This design comes from an exercise in tuning for small area, a short achievable clock period and few clock cycles per item on the open sky130 flow, not from production work. Function was checked by simulation only, so behaviour that the tests miss may differ from the original. Power and IR drop assume default switching activity.

--- design/flow/constraint.sdc ---
create_clock -name core_clock -period 10.0 [get_ports {clk}]
set_input_delay 2.0000 -clock core_clock [delete_from_list [all_inputs] [get_ports {clk}]]
set_output_delay 2.0000 -clock core_clock [all_outputs]
set_load 0.01 [all_outputs]
--- design/flow/design.v ---
module bfp_codec (
    input  wire         clk,
    input  wire         rst,
    input  wire         in_valid,
    output wire         in_ready,
    input  wire         in_mode,
    input  wire [3:0]   in_wm1,
    input  wire [7:0]   in_exp,
    input  wire [383:0] in_data,
    output wire         out_valid,
    input  wire         out_ready,
    output wire         out_mode,
    output wire [7:0]   out_exp,
    output wire [383:0] out_data
);
    localparam [2:0] S_IDLE = 3'd0,
                     S_SCAN = 3'd1,
                     S_PACK = 3'd2,
                     S_DEC  = 3'd3,
                     S_DONE = 3'd4;
    reg [2:0]   state;
    reg [4:0]   cnt;
    reg         mode;
    reg [3:0]   wm1;
    reg [7:0]   exp_r;
    reg [14:0]  mr;       
    reg [383:0] a;        
    reg [383:0] b;        
    assign in_ready  = (state == S_IDLE);
    assign out_valid = (state == S_DONE);
    assign out_mode  = mode;
    assign out_exp   = exp_r;
    assign out_data  = b;
    wire [15:0] top = a[383:368];
    wire [14:0] mag = top[15] ? ~top[14:0] : top[14:0];
    reg [3:0] bitlen;
    integer k;
    always @(*) begin
        bitlen = 4'd0;
        for (k = 0; k < 15; k = k + 1)
            if (mr[k]) bitlen = k[3:0] + 4'd1;
    end
    wire [3:0] e = (bitlen > wm1) ? (bitlen - wm1) : 4'd0;
    wire signed [15:0] s    = $signed(top) >>> e;
    wire        [15:0] s_la = s << (4'd15 - wm1);
    wire signed [15:0] m    = $signed(top) >>> (4'd15 - wm1);
    always @(posedge clk) begin
        if (rst) begin
            state <= S_IDLE;
            cnt   <= 5'd0;
            mode  <= 1'b0;
            wm1   <= 4'd0;
            exp_r <= 8'd0;
            mr    <= 15'd0;
            a     <= 384'd0;
            b     <= 384'd0;
        end else begin
            case (state)
                S_IDLE: begin
                    if (in_valid) begin
                        a     <= in_data;
                        mode  <= in_mode;
                        wm1   <= in_wm1;
                        exp_r <= in_exp;
                        mr    <= 15'd0;
                        b     <= 384'd0;
                        cnt   <= 5'd0;
                        state <= in_mode ? S_DEC : S_SCAN;
                    end
                end
                S_SCAN: begin
                    if (mag > mr) mr <= mag;
                    a   <= {a[367:0], a[383:368]};
                    cnt <= cnt + 5'd1;
                    if (cnt == 5'd23) begin
                        cnt   <= 5'd0;
                        state <= S_PACK;
                    end
                end
                S_PACK: begin
                    b   <= ((b >> 1) >> wm1) | {s_la, 368'd0};
                    a   <= {a[367:0], 16'd0};
                    cnt <= cnt + 5'd1;
                    if (cnt == 5'd23) begin
                        exp_r <= {4'd0, e};
                        state <= S_DONE;
                    end
                end
                S_DEC: begin
                    b   <= {m, b[383:16]};
                    a   <= (a << 1) << wm1;
                    cnt <= cnt + 5'd1;
                    if (cnt == 5'd23)
                        state <= S_DONE;
                end
                S_DONE: begin
                    if (out_ready)
                        state <= S_IDLE;
                end
                default: state <= S_IDLE;
            endcase
        end
    end
endmodule
--- design/flow/config.mk ---
export PLATFORM = sky130hd
export DESIGN_NAME = bfp_codec
export DESIGN_NICKNAME = bfp_codec
export VERILOG_FILES = /design/flow/design.v
export SDC_FILE = /design/flow/constraint.sdc
export NUM_CORES = 4
export LEC_CHECK = 0
export CAP_MARGIN = 20
export CORE_MARGIN = 2
export CORE_UTILIZATION = 25
export SLEW_MARGIN = 20
--- design/flow/run.sh ---
#!/bin/bash
# synth_recipe.tcl (not shown) runs the flow's synth.tcl, then flattens the netlist and writes it again
# the make line also repeats each setting of config.mk as NAME=value (left out here)
make -C /OpenROAD-flow-scripts/flow DESIGN_CONFIG=/design/flow/config.mk WORK_HOME=/design/flow/orfs CLKGATE_MAP_FILE= SYNTH_SCRIPT=/design/flow/synth_recipe.tcl finish
==> results of run 1 <==
-- final cells by class --
| class | count | area (um^2) |
|---|---|---|
| multi-input cells | 6252 | 55630 |
| clock inverters | 40 | 429.2 |
| inverters | 58 | 237.7 |
| diodes | 25 | 62.56 |
| well taps | 3978 | 4977 |
| flip-flops and latches | 804 | 16120 |
| fillers | 31700 | 212600 |
| clock buffers | 157 | 3159 |
| repair buffers | 915 | 9117 |
-- flip-flops by register name, summed over array words and instances (netlist names) --
signal / count
b: 384
a: 384
exp_r: 8
cnt: 5
wm1: 4
mode: 1
state: 3
mr: 15
-- power by group --
| group | switching, mW | internal (mW) | total [mW] | leakage, nW |
|---|---|---|---|---|
| registers | 0.418 | 3.39 | 3.81 | 6.56 |
| logic | 2.48 | 1.81 | 4.29 | 19.8 |
| clock network | 1.78 | 2.34 | 4.13 | 1.77 |
| total | 4.68 | 7.55 | 12.2 | 28.1 |
-- placed cells by master, fill, tap and decap left out, drive strengths merged, types with 6 or more instances in the layout --
cell type,n
o21ai,125
bufinv,6
a21oi,704
nand2,1121
a22oi,53
a31oi,259
and3,254
o22a,91
o21a,6
nor3,23
nand2b,18
clkbuf,157
clkdlybuf4s50,794
mux2i,352
o22ai,7
dfxtp,804
ha,20
o31ai,8
nor2,985
nor2b,37
nand4,6
o211ai,34
and2,9
mux4,1117
a222oi,375
o32ai,6
a311oi,8
xor2,17
clkinv,27
mux2,61
o221ai,103
buf,121
nand3,35
diode,25
a221oi,21
a21o,13
a211oi,310
inv,60
-- worst max-delay path: cells and delay by family (launching register included) --
family / cells / cell delay [ns]
simple gates: 2 / 0.62
flops: 1 / 0.85
buf+inv: 2 / 1.22
-- through the flow --
step	power [mW]	hold slack, ns	area (um^2)	std cells	setup WS (ns)
finish	12.23	0.4857	89730	12230	4.403
global placement	8.056	0.4665	86080	12010	4.267
global route	12.72	0.5138	89670	12210	4.011
floorplan	6.796	0.4495	75820	8087	5.650
CTS	12.22	0.4867	89660	12200	4.327
detailed placement	8.074	0.4764	86080	12010	4.211
-- cell families after synthesis --
family / share of synthesized area, %
fa+ha+maj: 0.3565
compound gates: 20.10
simple gates: 13.83
mux: 38.73
xor+xnor: 0.2525
buf+inv: 5.494
flops: 21.23
-- routing by layer --
layer | GRT usage, % | vias up | share of wire [%]
li1 | - | 32360 | -
met1 | 28.25 | 38560 | 38
met2 | 32.74 | 5703 | 45
met3 | 5.807 | 645 | 13
met4 | 5.360 | 72 | 2.9
met5 | 0 | - | 0.14
-- how the worst min path moves through the flow --
stage,start,endpoint,cells past startpoint
global route,mr[0],mr[0],2
finish,mr[0],mr[0],2
detailed placement,cnt[1],cnt[1],2
global placement,cnt[1],cnt[1],2
floorplan,mr[0],mr[0],2
CTS,cnt[1],cnt[1],2
==> out/metrics.cfg, run 1 <==
[worst_setup_path]
worst-r2r-cell-count=19
cp.required_ns=8.00
crit_path_end=out_valid
path_class=reg2out
slowest_delay_ns=0.85
timing.rr.start=mr[1]
setup.reg_to_reg.worst_slack_ns=4.54
cp-end-kind=output pin
crit_path_cell_trace=buf_4, nor2_1, and2_1, clkdlybuf4s50_1
critical_path.startpoint=state[1]
timing.critical_path.arrival_ns=3.60
cp-start-kind=flip-flop
timing.rr.end=b[369]
crit_path_max_fanout=56
critPathSlowestCell=sky130_fd_sc_hd__dfxtp_4

[hold_path]
timing.hold.worst.class=reg2reg

[power]
static-leakage-power_nw=28.13
ir_drop_uv=151.2
pwr_per_cell_area_mw_per_mm2=136.3

[placed_design]
routabilityCongestion=0.9103
detailedPlacementHpwl_um=232100
buffer_ports.inserted=795

[finish]
final_nets=8563
areaGrowthSynthToFinish_pct=18.35
final_core_utilization_pct=29.68
post_route_cells_drive_above_1_share_pct=18.59

[global_routing]
grt_first_pass_wirelength_um=502500
grt_usage_pct=20.92
grt_start_max_net_pins=192
antenna_found_initial=64
grt_pass1_vias=71510
globalRouteOverflowTotal=0

[yosys]
async_flop_share_pct=0
cell_with_the_most_instances_after_synthesis=sky130_fd_sc_hd__nand2_1
ys_top_cells_by_area=sky130_fd_sc_hd__mux4_2 33%, sky130_fd_sc_hd__dfxtp_1 21%, sky130_fd_sc_hd__nand2_1 5.5%
number_of_synthesized_flops_with_an_enable_pin=0
dominantRegCellSynth=sky130_fd_sc_hd__dfxtp_1
synthesis.yosys.warnings=1
synthDominantCellAreaShare_pct=33.18
post_synth_inst_count=8087
synth_largest_area_cell=sky130_fd_sc_hd__mux4_2
synthDistinctLibCells=100
ys_ff_latch=804
synth.yosys.seq_area_share_pct=21.23
synth_common_cells=1119 x sky130_fd_sc_hd__nand2_1, 1117 x sky130_fd_sc_hd__mux4_2, 981 x sky130_fd_sc_hd__nor2_1
per_instance_average_area_after_synthesis_um2=9.375
number_of_nets_in_the_synthesized_netlist=8509
mappedNetlistArea_mm2=0.07582

[routing]
detail_route.iter0.violations=13450
detailedRoute.firstPassIterationCount=14
drc_violation_count_after_routing=0
antenna_violating_nets_post_route=0
totalWireLength_um=339500
routedWlPerCell_um=27.76
detail_route.vias_per_cell=6.325
total_via_count_in_the_routed_design=77340

[clock_network]
clock_tree.root_cell=sky130_fd_sc_hd__clkbuf_16
postCtsResizedCells=0
cts_setup_buffers=0
cts_tree=yes
cts.reportedPaths.clkPinSlew_ns=0.06
number_of_buffers_added_to_fix_hold_violations_after_cts=0
clock_insertion_delay_worst_skew_ns=0.88
h_tree_lvl_count=3
tritoncts.num_buffers=110
clk_path_buf_depth=4
clock_sinks=804

[sta]
max_clock_freq_mhz=178.7
final_hold_viol_count=0
number_of_slew_limit_violations_in_the_final_report=0
layout_min_cycle_time_ns=5.597
layout_worst_path_cycle_share_pct=55.97
setup_total_negative_slack_ns=0
grt_setup_unrepaired=false
clock-skew-final_ns=0.07414
worst_pin_slew_ns=1.101
max_slew_headroom_pct=26.60
setup_viol_count_final=0

[die]
die_y_um=554.7
floorplan.io_pins=796
dieWidth_um=554.7
start_util_pct=25.08
die_area_mm2=0.3077
std_cell_rows=202
core_area_mm2=0.3023

[job]
cap_violations=0

[outcome]
outcome=finished clean

Testbench counts, summed over its fixed seeds: cycles 73,248, items 1,920.
==> inputs of run 2 (changes only) <==
==> design/flow/design.v (replaced) <==
module bfp_codec (
    input  wire         clk,
    input  wire         rst,
    input  wire         in_valid,
    output wire         in_ready,
    input  wire         in_mode,
    input  wire [3:0]   in_wm1,
    input  wire [7:0]   in_exp,
    input  wire [383:0] in_data,
    output wire         out_valid,
    input  wire         out_ready,
    output wire         out_mode,
    output wire [7:0]   out_exp,
    output wire [383:0] out_data
);
    integer i, j, k, w;
    reg [15:0] in_oh;       
    reg [15:0] in_th;       
    always @(*) begin
        for (k = 0; k < 16; k = k + 1) begin
            in_oh[k] = (in_wm1 == k);
            in_th[k] = (k <= in_wm1);
        end
    end
    reg [14:0] mor;
    reg [15:0] tv;          
    reg [15:0] t_oh;        
    reg [15:0] lead;
    always @(*) begin
        mor = 15'd0;
        for (i = 0; i < 24; i = i + 1)
            mor = mor | (in_data[16*i +: 15] ^ {15{in_data[16*i+15]}});
        tv = {mor, 1'b1} | in_th;
        lead = 16'd0;
        for (k = 15; k >= 0; k = k - 1) begin
            t_oh[k] = tv[k] & ~lead[k];
            if (k > 0) lead[k-1] = lead[k] | tv[k];
        end
    end
    reg [383:0] d;
    reg [15:0]  ef;
    reg         sg;
    always @(*) begin
        d = 384'd0;
        for (i = 0; i < 24; i = i + 1) begin
            ef = 16'd0;
            sg = 1'b0;
            for (w = 1; w <= 16; w = w + 1) begin
                sg = sg | (in_oh[w-1] & in_data[383 - i*w]);
                for (k = 0; k < w; k = k + 1)
                    ef[k] = ef[k] | (in_oh[w-1] & in_data[383 - ((i+1)*w - 1 - k)]);
            end
            for (k = 0; k < 16; k = k + 1)
                d[16*(23-i) + k] = in_th[k] ? ef[k] : sg;
        end
    end
    reg         v;
    reg [383:0] r;
    reg         r_mode;
    reg [7:0]   r_exp;
    reg [15:0]  r_oh;       
    reg [15:0]  r_t;        
    assign in_ready = ~v | out_ready;
    always @(posedge clk) begin
        if (rst)
            v <= 1'b0;
        else if (in_ready)
            v <= in_valid;
        if (in_ready) begin
            r      <= in_mode ? d : in_data;
            r_mode <= in_mode;
            r_exp  <= in_mode ? in_exp : {4'd0, in_wm1};
            r_oh   <= in_mode ? 16'h8000 : in_oh;
            r_t    <= in_mode ? 16'h8000 : t_oh;
        end
    end
    reg [3:0] t_bin;
    always @(*) begin
        t_bin = 4'd0;
        for (k = 0; k < 16; k = k + 1)
            if (r_t[k]) t_bin = t_bin | k[3:0];
    end
    wire [3:0] e = t_bin - r_exp[3:0];
    reg [383:0] u;
    always @(*) begin
        u = 384'd0;
        for (i = 0; i < 24; i = i + 1)
            for (j = 0; j < 16; j = j + 1)
                for (k = j; k < 16; k = k + 1)
                    u[16*i + 15 - j] = u[16*i + 15 - j] | (r_t[k] & r[16*i + k - j]);
    end
    reg [383:0] pk;
    always @(*) begin
        pk = 384'd0;
        for (w = 1; w <= 16; w = w + 1)
            for (i = 0; i < 24; i = i + 1)
                for (j = 0; j < w; j = j + 1)
                    pk[383 - (i*w + j)] = pk[383 - (i*w + j)] | (r_oh[w-1] & u[16*i + 15 - j]);
    end
    assign out_valid = v;
    assign out_mode  = r_mode;
    assign out_exp   = r_mode ? r_exp : {4'd0, e};
    assign out_data  = pk;
endmodule
--- a/design/flow/config.mk
+++ b/design/flow/config.mk
@@ -7,5 +7,9 @@
 export LEC_CHECK = 0
 export CAP_MARGIN = 20
+export CELL_PAD_IN_SITES_DETAIL_PLACEMENT = 2
+export CELL_PAD_IN_SITES_GLOBAL_PLACEMENT = 4
 export CORE_MARGIN = 2
 export CORE_UTILIZATION = 25
+export PLACE_DENSITY = 0.4
+export SETUP_SLACK_MARGIN = 4.5
 export SLEW_MARGIN = 20
==> out/metrics.cfg, run 2 <==
[outcome]
outcome=stopped before the end
failed_stage=5_1_grt
error=[ERROR GRT-0232] Routing congestion too high. Check the congestion heatmap in the GUI.

[yosys]
synth_common_cells=2114 x sky130_fd_sc_hd__a22oi_1, 1620 x sky130_fd_sc_hd__clkbuf_1, 876 x sky130_fd_sc_hd__a22o_1
ys_ff_latch=426
number_of_synthesized_flops_with_an_enable_pin=425
ys_top_cells_by_area=sky130_fd_sc_hd__a22oi_1 20%, sky130_fd_sc_hd__edfxtp_1 16%, sky130_fd_sc_hd__a22o_1 9.9%
cell_with_the_most_instances_after_synthesis=sky130_fd_sc_hd__a22oi_1
async_flop_share_pct=0
dominantRegCellSynth=sky130_fd_sc_hd__edfxtp_1
synth_largest_area_cell=sky130_fd_sc_hd__a22oi_1
post_synth_inst_count=10210
synthesis.yosys.warnings=1
synthDistinctLibCells=75
synthDominantCellAreaShare_pct=20.42
number_of_nets_in_the_synthesized_netlist=10620
synth.yosys.seq_area_share_pct=16.45
per_instance_average_area_after_synthesis_um2=7.611
mappedNetlistArea_mm2=0.07772

[die]
start_util_pct=25.14
std_cell_rows=204
dieWidth_um=561.6
floorplan.io_pins=796
die_y_um=561.6

[clock_network]
tritoncts.num_buffers=60
h_tree_lvl_count=2
clock_sinks=426
clock_tree.root_cell=sky130_fd_sc_hd__clkbuf_16
clk_path_buf_depth=3
number_of_buffers_added_to_fix_hold_violations_after_cts=0

[placed_design]
buffer_ports.inserted=795
place_inst=13940
routabilityCongestion=1.144
detailedPlacementHpwl_um=687700
post_dp_cell_area_mm2=0.09081

[global_routing]
globalRouteOverflowTotal=1
grt_start_max_net_pins=153
grt_usage_pct=71.40

run 2: changes by cell type after synthesis, sizes merged, moves of 779 or more:
cell	delta
a22oi	+2061
clkbuf	+928
a22o	+875
nor2	-913
a221oi	+779
mux4	-1117
dfxtp	-803
run 2: logic make-up after synthesis:
family / synth area share [%]
simple gates: 12.62
compound gates: 54.95
mux: 1.396
xor+xnor: 4.091
buf+inv: 10.42
fa+ha+maj: 0.07406
flops: 16.45
run 2: worst max-delay path by stage:
stage                       from            end  slack (ns)  cells after the start
floorplan              out_ready       in_ready        3.05                      1
global placement    in_data[237]         r_t[9]        1.64                      8
detailed placement       r_t[13]  out_data[102]        3.42                      8
CTS                     r_oh[15]  out_data[383]        3.85                      9
run 2: power by group through the flow:
stage               clock (mW)  combinational (mW)  sequential (mW)
floorplan                    0                3.62             2.41
global placement             0                8.50             2.95
detailed placement           0                8.57             2.94
CTS                       2.41                10.6             2.87
run 2: routing by layer:
metal  GRT overflow  global-route usage, %
met3              0                  56.11
met5              0                  34.98
met1              0                  73.19
met2              1                  85.16
met4              0                  70.12
run 2: repair_timing:
| action | in CTS |
|---|---|
| setup buffers | 850 |
| gates resized for setup | 2765 |
| gates cloned | 132 |
| setup endpoints to repair | 400 |
| pin swaps | 661 |
run 2: metrics by stage:
step / setup WS (ns) / total power [mW] / util [%]
3_5_place_dp: 3.422 / 11.51 / 29.38
3_3_place_gp: 1.640 / 11.44 / 29.30
2_1_floorplan: 3.053 / 6.026 / -
4_1_cts: 3.846 / 15.86 / 35.68
Testbench counts of run 2, summed over its fixed seeds: cycles 1,928, items 1,920.
==> inputs of run 3 (changes only) <==
==> design/flow/design.v (replaced) <==
module bfp_codec (
    input  wire         clk,
    input  wire         rst,
    input  wire         in_valid,
    output wire         in_ready,
    input  wire         in_mode,
    input  wire [3:0]   in_wm1,
    input  wire [7:0]   in_exp,
    input  wire [383:0] in_data,
    output wire         out_valid,
    input  wire         out_ready,
    output wire         out_mode,
    output wire [7:0]   out_exp,
    output wire [383:0] out_data
);
    localparam [1:0] S_IDLE = 2'd0,
                     S_BUSY = 2'd1,
                     S_DONE = 2'd2;
    integer i, j, k, w;
    reg [1:0]   state;
    reg [2:0]   gc;       
    reg [2:0]   oc;       
    reg [5:0]   p;        
    reg         mode;
    reg [3:0]   wm1;
    reg [15:0]  oh;       
    reg [15:0]  th;       
    reg [3:0]   e;
    reg [7:0]   exp_r;
    reg [127:0] acc;      
    reg [383:0] a;        
    reg [383:0] b;        
    wire take = in_valid & in_ready;
    assign in_ready  = (state == S_IDLE) | ((state == S_DONE) & out_ready);
    assign out_valid = (state == S_DONE);
    assign out_mode  = mode;
    assign out_exp   = mode ? exp_r : {4'd0, e};
    assign out_data  = b;
    reg [14:0] mor;
    reg [3:0]  bitlen;
    always @(*) begin
        mor = 15'd0;
        for (i = 0; i < 24; i = i + 1)
            mor = mor | (in_data[16*i +: 15] ^ {15{in_data[16*i+15]}});
        bitlen = 4'd0;
        for (k = 0; k < 15; k = k + 1)
            if (mor[k]) bitlen = k[3:0] + 4'd1;
    end
    wire [3:0] e_in = (bitlen > in_wm1) ? (bitlen - in_wm1) : 4'd0;
    reg [15:0] s;
    reg [63:0] cn;
    always @(*) begin
        cn = 64'd0;
        for (k = 0; k < 4; k = k + 1) begin
            s = a[16*k +: 16] >> e;                         
            for (w = 1; w <= 16; w = w + 1)
                for (j = 0; j < w; j = j + 1)
                    cn[63 - (k*w + j)] = cn[63 - (k*w + j)] | (oh[w-1] & s[w-1-j]);
        end
    end
    wire [6:0]   w4   = {1'b0, wm1, 2'b00} + 7'd4;       
    wire         need = ({1'b0, p} < w4);
    wire         feed = ~mode | need;
    wire [63:0]  nin  = mode ? a[383:320] : cn;
    wire [127:0] comb = acc | (feed ? ({nin, 64'd0} >> p) : 128'd0);
    wire [7:0]   tot  = {2'b00, p} + (feed ? (mode ? 8'd64 : {1'b0, w4}) : 8'd0);
    wire         emit = (tot >= 8'd64);                   
    reg [63:0] dn;
    reg [15:0] f;
    reg        sg;
    always @(*) begin
        for (k = 0; k < 4; k = k + 1) begin
            f  = 16'd0;
            sg = 1'b0;
            for (w = 1; w <= 16; w = w + 1) begin
                sg = sg | (oh[w-1] & comb[127 - k*w]);
                for (j = 0; j < w; j = j + 1)
                    f[j] = f[j] | (oh[w-1] & comb[127 - (k*w + w - 1 - j)]);
            end
            for (j = 0; j < 16; j = j + 1)
                dn[16*k + j] = th[j] ? f[j] : sg;
        end
    end
    always @(posedge clk) begin
        if (rst) begin
            state <= S_IDLE;
        end else if (take) begin
            state <= S_BUSY;
        end else if (state == S_DONE) begin
            if (out_ready) state <= S_IDLE;
        end else if (state == S_BUSY) begin
            if (mode ? (gc == 3'd5) : (gc == 3'd6)) state <= S_DONE;
        end
        if (take) begin
            a     <= in_data;
            b     <= 384'd0;
            acc   <= 128'd0;
            p     <= 6'd0;
            gc    <= 3'd0;
            oc    <= 3'd0;
            mode  <= in_mode;
            wm1   <= in_wm1;
            exp_r <= in_exp;
            e     <= e_in;
            for (k = 0; k < 16; k = k + 1) begin
                oh[k] <= (in_wm1 == k);
                th[k] <= (k <= in_wm1);
            end
        end else if (state == S_BUSY) begin
            gc <= gc + 3'd1;
            if (mode) begin
                if (need) a <= a << 64;
                acc <= comb << w4;
                p   <= tot[5:0] - w4[5:0];
                b   <= {dn, b[383:64]};
            end else if (gc != 3'd6) begin
                a <= a >> 64;
                if (emit) begin
                    for (k = 0; k < 6; k = k + 1)
                        if (oc == k) b[383 - 64*k -: 64] <= comb[127 -: 64];
                    oc  <= oc + 3'd1;
                    acc <= comb << 64;
                    p   <= tot[5:0];
                end else begin
                    acc <= comb;
                    p   <= tot[5:0];
                end
            end else begin
                for (k = 0; k < 6; k = k + 1)
                    if (oc == k) b[383 - 64*k -: 64] <= acc[127 -: 64];
            end
        end
    end
endmodule
==> design/flow/config.mk (replaced) <==
export PLATFORM = sky130hd
export DESIGN_NAME = bfp_codec
export DESIGN_NICKNAME = bfp_codec
export VERILOG_FILES = /design/flow/design.v
export SDC_FILE = /design/flow/constraint.sdc
export NUM_CORES = 4
export LEC_CHECK = 0
export CAP_MARGIN = 20
export CORE_MARGIN = 2
export CORE_UTILIZATION = 25
export SETUP_SLACK_MARGIN = 2.0
export SLEW_MARGIN = 20
==> out/metrics.cfg, run 3 <==
[outcome]
outcome=finished clean

[finish]
nFillCells=32890
layout_top_registers=a x384, b x384, acc x128
postLayoutCellArea_mm2=0.09607
final_nets=10580
final_common_cell=sky130_fd_sc_hd__nand2_1
multi_input_area_mm2=0.04980
areaGrowthSynthToFinish_pct=25.38
storage_cell_area_mm2=0.02344
leading_cell_types_in_the_layout_fill_and_taps_excluded=1135 x sky130_fd_sc_hd__nand2_1, 981 x sky130_fd_sc_hd__o21ai_0, 795 x sky130_fd_sc_hd__clkdlybuf4s50_1
stdcell_count=14480
post_route_cells_drive_above_1_share_pct=12.62

[worst_setup_path]
crit_path_max_fanout=36
cp-start-kind=flip-flop
path_class=reg2reg
critPathSlowestCell=sky130_fd_sc_hd__a2111oi_0
slowest_delay_ns=0.98
cp-end-kind=flip-flop
setup.reg_to_reg.worst_slack_ns=2.01
worst-r2r-cell-count=16
timing.critical_path.arrival_ns=8.83
cp.required_ns=10.83
timing.rr.start=e[1]
timing.rr.end=b[346]
path_common_cell=sky130_fd_sc_hd__buf_4
crit_path_cell_trace=buf_4, mux2i_2, buf_4, mux4_2, buf_4, a21oi_1, a2111oi_0, o2111ai_1, o211ai_1, nand2_1, a211o_1, a221oi_1, nand3_1, o211ai_1, buf_4, a21oi_1

[yosys]
post_synth_inst_count=9596
mappedNetlistArea_mm2=0.07662
synthDominantCellAreaShare_pct=16.89
number_of_nets_in_the_synthesized_netlist=10030
synth_common_cells=1142 x sky130_fd_sc_hd__nand2_1, 989 x sky130_fd_sc_hd__o21ai_0, 799 x sky130_fd_sc_hd__clkbuf_1
number_of_synthesized_flops_with_an_enable_pin=431
synth.yosys.seq_area_share_pct=30.58
synth_largest_area_cell=sky130_fd_sc_hd__edfxtp_1
synthesis.yosys.warnings=1
dominantRegCellSynth=sky130_fd_sc_hd__dfxtp_1
ys_top_cells_by_area=sky130_fd_sc_hd__edfxtp_1 17%, sky130_fd_sc_hd__dfxtp_1 14%, sky130_fd_sc_hd__o21ai_0 6.5%
async_flop_share_pct=0
per_instance_average_area_after_synthesis_um2=7.985
cell_with_the_most_instances_after_synthesis=sky130_fd_sc_hd__nand2_1
ys_ff_latch=955
synthDistinctLibCells=126

[die]
std_cell_rows=203
start_util_pct=25.10
die_area_mm2=0.3109
die_y_um=557.6
dieWidth_um=557.6
core_area_mm2=0.3053
floorplan.io_pins=796

[clock_network]
number_of_buffers_added_to_fix_hold_violations_after_cts=0
cts_setup_buffers=0
cts.reportedPaths.clkPinSlew_ns=0.06
tritoncts.num_buffers=120
postCtsResizedCells=0
clk_path_buf_depth=4
clock_sinks=955
h_tree_lvl_count=3
clock_tree.root_cell=sky130_fd_sc_hd__clkbuf_16
clock_insertion_delay_worst_skew_ns=0.97
cts_tree=yes

[routing]
detail_route.vias_per_cell=6.965
antenna_violating_nets_post_route=0
detail_route.iter0.violations=18030
totalWireLength_um=721300
detailedRoute.firstPassIterationCount=15
routedWlPerCell_um=49.83
drc_violation_count_after_routing=0
total_via_count_in_the_routed_design=100800

[global_routing]
antenna_found_initial=120
globalRouteOverflowTotal=0
grt_pass1_vias=91830
grt_usage_pct=44.83
grt_first_pass_wirelength_um=938400
grt_start_max_net_pins=194

[sta]
finalWorstSetupSlack_ns=2.009
max_clock_freq_mhz=125.1
final_hold_viol_count=0
layout_min_cycle_time_ns=7.991
setup_total_negative_slack_ns=0
grt_setup_unrepaired=false
clock-skew-final_ns=0.1682
setup_viol_count_final=0
hold_ws_ns=0.3597
worst_pin_slew_ns=1.362
layout_worst_path_cycle_share_pct=79.91
number_of_slew_limit_violations_in_the_final_report=0
max_slew_headroom_pct=9.214

[job]
cap_violations=0

[placed_design]
preCtsSetupSlack_ns=2.628
post_dp_cell_area_mm2=0.09148
buffer_ports.inserted=795
detailedPlacementHpwl_um=546800
place_inst=14110
routabilityCongestion=1.135

[power]
switchingPower_mw=11.98
netSwitchingFraction_pct=52.36
pwr_per_cell_area_mw_per_mm2=238.2
cell_internal_pwr_mw=10.90
static-leakage-power_nw=33.92
pwr-share-clk_pct=19.7
pwr-share-seq_pct=25.5
ir_drop_uv=164.6
combinationalPowerShare_pct=54.7

[hold_path]
timing.hold.worst.class=reg2reg
worst_hold_path.num_cells=2
min-delay-start=b[161]
holdPathEnd=b[97]

run 3: area by class of cell:
| cell class | instances | area share, % |
|---|---|---|
| tap | 4100 | 5.340 |
| antenna | 132 | 0.3438 |
| sequential | 955 | 24.40 |
| clock buffer | 150 | 3.423 |
| inverter | 86 | 0.3568 |
| multi-input combinational | 7561 | 51.83 |
| timing repair buffer | 1427 | 13.66 |
| clock inverter | 64 | 0.6421 |
run 3: how the worst max path moves through the flow:
| stage | slack [ns] | from | end |
|---|---|---|---|
| final | 2.01 | e[1] | b[346] |
| after global routing | 2.30 | e[1] | b[354] |
| after CTS | 2.66 | e[1] | acc[77] |
| after detailed placement | 2.63 | e[1] | b[372] |
| after global placement | 2.31 | e[0] | acc[102] |
| after floorplan | 1.17 | wm1[1] | a[0] |
run 3: layer usage:
metal | wire (um) | part of all wire (%) | up-vias | GRT usage [%]
met3 | 86230 | 12 | 3815 | 19.07
met4 | 100300 | 14 | 42 | 51.06
met5 | 411 | 0.057 | - | 0.3396
met1 | 239200 | 33 | 48910 | 46.39
li1 | - | - | 38280 | -
met2 | 295100 | 41 | 9775 | 64.23
run 3: kinds of logic after synthesis:
group                      count (synthesis)  synth area share (%)
AOI/OAI and AO/OA                       3739                 32.44
buffers and inverters                   1080                 5.630
muxes                                    617                 9.572
DFF                                      955                 30.58
and+or+nand+nor                         2805                 17.04
adders and majority gates                 28                0.4866
xor gates and xnor gates                 372                 4.252
run 3: metrics by stage:
step | power [mW] | util, %
after floorplan | 10.81 | -
after global placement | 17.37 | 29.95
after detailed placement | 17.28 | 29.96
after CTS | 21.75 | 31.24
after global routing | 22.82 | 31.37
final | 22.88 | 31.47
run 3: worst max-delay path: cells and delay by family, from the launching register on:
family | cells | cell delay (ns)
AOI/OAI and AO/OA | 8 | 4.26
buffers and inverters | 4 | 1.46
DFF | 1 | 0.86
muxes | 2 | 0.79
and+or+nand+nor | 2 | 0.51
run 3: power by group through the flow:
stage,Combinational (mW),Sequential [mW],Clock (mW)
floorplan,5.40,5.41,0
global placement,11.5,5.83,0
detailed placement,11.4,5.83,0
CTS,11.5,5.76,4.51
global route,12.3,5.83,4.65
finish,12.5,5.84,4.52
Testbench counts of run 3, summed over its fixed seeds: cycles 14,420, items 1,920.

==> separate check: timing with driven ports <==
The results above use ideal ports. As a check the final layouts listed here were re-extracted and re-timed, cells and wires unchanged.
Step 1, drivers: a clkbuf_16 drives clk and a buf_2 each remaining input, both assumed.
Step 2 moves the port delays by t, midway between the first and last clock arrival at a register: inputs arrive t later, outputs are due t later. That takes back most of the time a late clock gives input paths.
Three values: ideal, step 1, step 2; two values: the first two.
| run | t (ns) | setup slack, ns | latest minus earliest clock arrival (ns) | worst register clock-pin slew, ns |
|---|---|---|---|---|
| run 1 | 0.938 | 4.403 / 4.312 / 4.294 | 0.077 / 0.076 | 0.08 / 0.08 |
| run 3 | 1.007 | 2.009 / 2.009 / 2.009 | 0.170 / 0.170 | 0.08 / 0.08 |
After both steps every run listed still meets setup and hold. The setup slack of run 1, which loses most, moves by -0.091 ns with the drivers and by -0.109 ns with both steps.
